This design comes from an exercise in tuning for small area on the open sky130 flow, not from production work. RTL that was checked went through simulation tests only; none was proved equivalent to the original. No driver is modelled on the clock port, so clock power and skew are understated where the tree is cut down; a real chip needs a root buffer or a tree. Power and IR drop assume default switching activity.

==> flow/design.v <==
module sphc (
    input  wire        clk,
    input  wire        rst,
    input  wire        tick,
    input  wire [1:0]  mode,
    input  wire [19:0] speed,
    input  wire        dir,
    input  wire        stop,
    output wire [7:0]  out,
    output wire [2:0]  pos,
    output wire [19:0] now,
    output wire        halted,
    output wire [1:0]  cause
);
    reg [19:0] tick_cnt;
    reg [19:0] rem;
    reg [3:0]  seq;
    reg [2:0]  pos_r;
    reg        run;        
    reg [1:0]  st;         
    reg [3:0]  prv;        
    wire halt = ~run & |st;
    wire init = ~run & ~|st;
    localparam [3:0] FETCH = 4'd2, ADV = 4'd15, WENT = 4'd0, SPIN = 4'd1;
    wire spin = (seq == SPIN);
    wire went = (seq == WENT);
    wire adv  = (seq == ADV);
    wire half = st[1];
    wire [19:0] m = spin ? rem : speed;
    wire        z = ~|m;
    wire [20:0] ct, cz;
    assign ct[0] = tick;
    assign cz[0] = tick;
    genvar i;
    generate
        for (i = 0; i < 20; i = i + 1) begin : g_cnt
            assign ct[i+1] = ct[i] & tick_cnt[i];
            assign cz[i+1] = cz[i] & ~m[i];
            always @(posedge clk) begin
                tick_cnt[i] <= ~rst & (tick_cnt[i] ^ ct[i]);
                rem[i]      <= m[i] ^ cz[i];
            end
        end
    endgenerate
    wire h2 = half ? pos_r[2] : pos_r[1];
    wire h1 = half ? pos_r[1] : pos_r[0];
    wire h0 = half & pos_r[0];
    wire ap = (h2 & h1) | (~h2 & ~h1 & ~h0);      
    wire an = (~h2 & h1) | (h2 & ~h1 & ~h0);      
    wire bp = (~h2 & ~h1) | (~h2 & h1 & ~h0);     
    wire bn = (h2 & ~h1) | (h2 & h1 & ~h0);       
    wire [3:0] cur  = {bn, bp, an, ap};
    wire [7:0] row  = {bn, bp, bp, bn, an, ap, ap, an};
    wire [7:0] prow = {prv[3], prv[2], prv[2], prv[3], prv[1], prv[0], prv[0], prv[1]};
    genvar k;
    generate
        for (k = 0; k < 4; k = k + 1) begin : g_out
            wire cur_k = (seq >= 3 * k + 6);
            wire prv_k = (seq <= 3 * k + 3);
            assign out[2*k +: 2] = ({2{cur_k}} & row[2*k +: 2]) | ({2{prv_k}} & prow[2*k +: 2]);
        end
    endgenerate
    wire [2:0] pos_step = dir ? pos_r - 3'd1 : pos_r + 3'd1;
    wire       mode_ok  = mode[1] ^ mode[0];
    always @(posedge clk) begin
        if (rst) begin
            seq     <= FETCH;
            pos_r   <= 3'd0;
            run     <= 1'b0;
            st      <= 2'b00;
            prv     <= 4'd0;
        end else begin
            if (init) begin
                if (!mode_ok)
                    st <= 2'b01;
                else if (z)
                    st <= 2'b10;
                else begin
                    run <= 1'b1;
                    st  <= {mode[1], 1'b0};
                end
            end
            if (run && (!spin || z))
                seq <= seq + 4'd1;
            if (adv) begin
                pos_r <= {half & pos_step[2], pos_step[1:0]};
                prv   <= cur;
            end
            if (run && went && z) begin
                run <= 1'b0;
                st  <= 2'b10;
            end
            if (run && spin && stop) begin
                run <= 1'b0;
                st  <= 2'b11;
            end
            if ((went && z) || (spin && stop))
                prv <= 4'd0;
        end
    end
    assign pos    = pos_r;
    assign now    = tick_cnt;
    assign halted = halt;
    assign cause  = run ? 2'b00 : st;
endmodule
export LEC_CHECK = 0
export CAP_MARGIN = 20
export CORE_MARGIN = 2
export CORE_UTILIZATION = 40
export SLEW_MARGIN = 20
create_clock -name core_clock -period 10.0 [get_ports {clk}]
standard.sh (not shown) runs the stock make flow with config.mk's settings and CLKGATE_MAP_FILE= SYNTH_SCRIPT=/design/flow/synth_recipe.tcl, a recipe that flattens the netlist after the stock synthesis.
==> flow/flow/run.sh <==
#!/bin/bash
# Own layout flow: the standard flow (standard.sh) with three changes:
#  - synthesis maps the logic with an area-oriented ABC script (flow/area.abc,
#    via flow/my_synth.tcl) and without the half/full adder cells;
#  - the port buffers are the smallest buffer, sky130_fd_sc_hd__buf_1;
#  - the clock tree is one level of clock buffers driven by the clock port
#    (flow/kbuf.tcl replaces clock_tree_synthesis).
# Each tool's output is in orfs/logs/; this script's in flow_run.log.
set -euo pipefail
here=$(pwd)
exec > >(tee -a "$here/flow_run.log") 2>&1
export AREA_ABC_SCRIPT="$here/flow/area.abc"
export BUFFER_PORTS_ARGS="-buffer_cell sky130_fd_sc_hd__buf_1"
export PRE_CTS_TCL="$here/flow/kbuf.tcl"
export KBUF_COUNT=4 KBUF_CELL=sky130_fd_sc_hd__clkbuf_8 KBUF_CLOCK_PORT=clk
sed -e "s#SYNTH_SCRIPT=[^ ]*#SYNTH_SCRIPT=$here/flow/my_synth.tcl ADDER_MAP_FILE=#" standard.sh > own.sh
grep -q "my_synth.tcl ADDER_MAP_FILE=" own.sh
bash own.sh > standard.log 2>&1
test -f out/final.def
Other scripts of this flow, unchanged in this note and not shown: flow/flow/area.abc, flow/flow/kbuf.tcl, flow/flow/my_synth.tcl
==> next run, changes <==
--- a/flow/design.v
+++ b/flow/design.v
@@ -14,20 +14,20 @@
 );
     reg [19:0] tick_cnt;
     reg [19:0] rem;
     reg [3:0]  seq;
     reg [2:0]  pos_r;
-    reg        run;        
-    reg [1:0]  st;         
+    reg [1:0]  mode_l;
+    reg [1:0]  cause_r;
     reg [3:0]  prv;        
-    wire halt = ~run & |st;
-    wire init = ~run & ~|st;
+    wire halt = |cause_r;
+    wire init = ~|mode_l & ~halt;
     localparam [3:0] FETCH = 4'd2, ADV = 4'd15, WENT = 4'd0, SPIN = 4'd1;
     wire spin = (seq == SPIN);
     wire went = (seq == WENT);
     wire adv  = (seq == ADV);
-    wire half = st[1];
+    wire half = mode_l[1];
     wire [19:0] m = spin ? rem : speed;
     wire        z = ~|m;
     wire [20:0] ct, cz;
     assign ct[0] = tick;
     assign cz[0] = tick;
@@ -64,42 +64,39 @@
     wire       mode_ok  = mode[1] ^ mode[0];
     always @(posedge clk) begin
         if (rst) begin
             seq     <= FETCH;
             pos_r   <= 3'd0;
-            run     <= 1'b0;
-            st      <= 2'b00;
+            mode_l  <= 2'b00;
+            cause_r <= 2'b00;
             prv     <= 4'd0;
         end else begin
+            if (~|mode_l)
+                mode_l <= mode;
             if (init) begin
                 if (!mode_ok)
-                    st <= 2'b01;
+                    cause_r <= 2'b01;
                 else if (z)
-                    st <= 2'b10;
-                else begin
-                    run <= 1'b1;
-                    st  <= {mode[1], 1'b0};
-                end
+                    cause_r <= 2'b10;
             end
-            if (run && (!spin || z))
+            if (!halt && !init && (!spin || z))
                 seq <= seq + 4'd1;
             if (adv) begin
                 pos_r <= {half & pos_step[2], pos_step[1:0]};
                 prv   <= cur;
             end
-            if (run && went && z) begin
-                run <= 1'b0;
-                st  <= 2'b10;
+            if (went && z) begin
+                cause_r <= 2'b10;
+                prv     <= 4'd0;
             end
-            if (run && spin && stop) begin
-                run <= 1'b0;
-                st  <= 2'b11;
+            if (spin && stop) begin
+                if (!halt)
+                    cause_r <= 2'b11;
+                prv <= 4'd0;
             end
-            if ((went && z) || (spin && stop))
-                prv <= 4'd0;
         end
     end
     assign pos    = pos_r;
     assign now    = tick_cnt;
     assign halted = halt;
-    assign cause  = run ? 2'b00 : st;
+    assign cause  = cause_r;
 endmodule
=>
- cell area hardly moves
- synthesized area is about the same
- worst setup slack is worse by 0.068 ns
- core utilization goes down by 0.14 points
- clock power goes up by about 2%
- final cell count is unchanged
- register-to-register slack is worse by 0.30 ns
Only the layout flow was run in the first run of this note; the RTL was not checked for function there. In every run of this note, the design's own scripts or RTL, not TritonCTS, make the clock network.

==> port drivers added, routing unchanged <==
How much do the figures lean on ideal ports? The routed layouts below were timed once more, with nothing changed but the port constraints. Step 1 assumes that a clkbuf_16 drives the clock port and a buf_2 every other input. Step 2 moves the port delays by t, midway between the first and last clock arrival at a register: inputs arrive t later, outputs are due t later. That takes back most of the time a late clock gives input paths. Three values: no drivers, after step 1, after step 2; two values: the first two.
| run | shift t [ns] | setup slack, ns | pins driven straight from the clock port |
|---|---|---|---|
| the first run | 0.197 | 5.374 / 5.408 / 5.211 | 4 |
| the second run | 0.196 | 5.306 / 5.306 / 5.306 | 4 |
After both steps setup and hold are still met in every run listed. For the first run, which loses most, drivers alone change the setup slack by +0.034 ns; drivers and shift together by -0.163 ns.
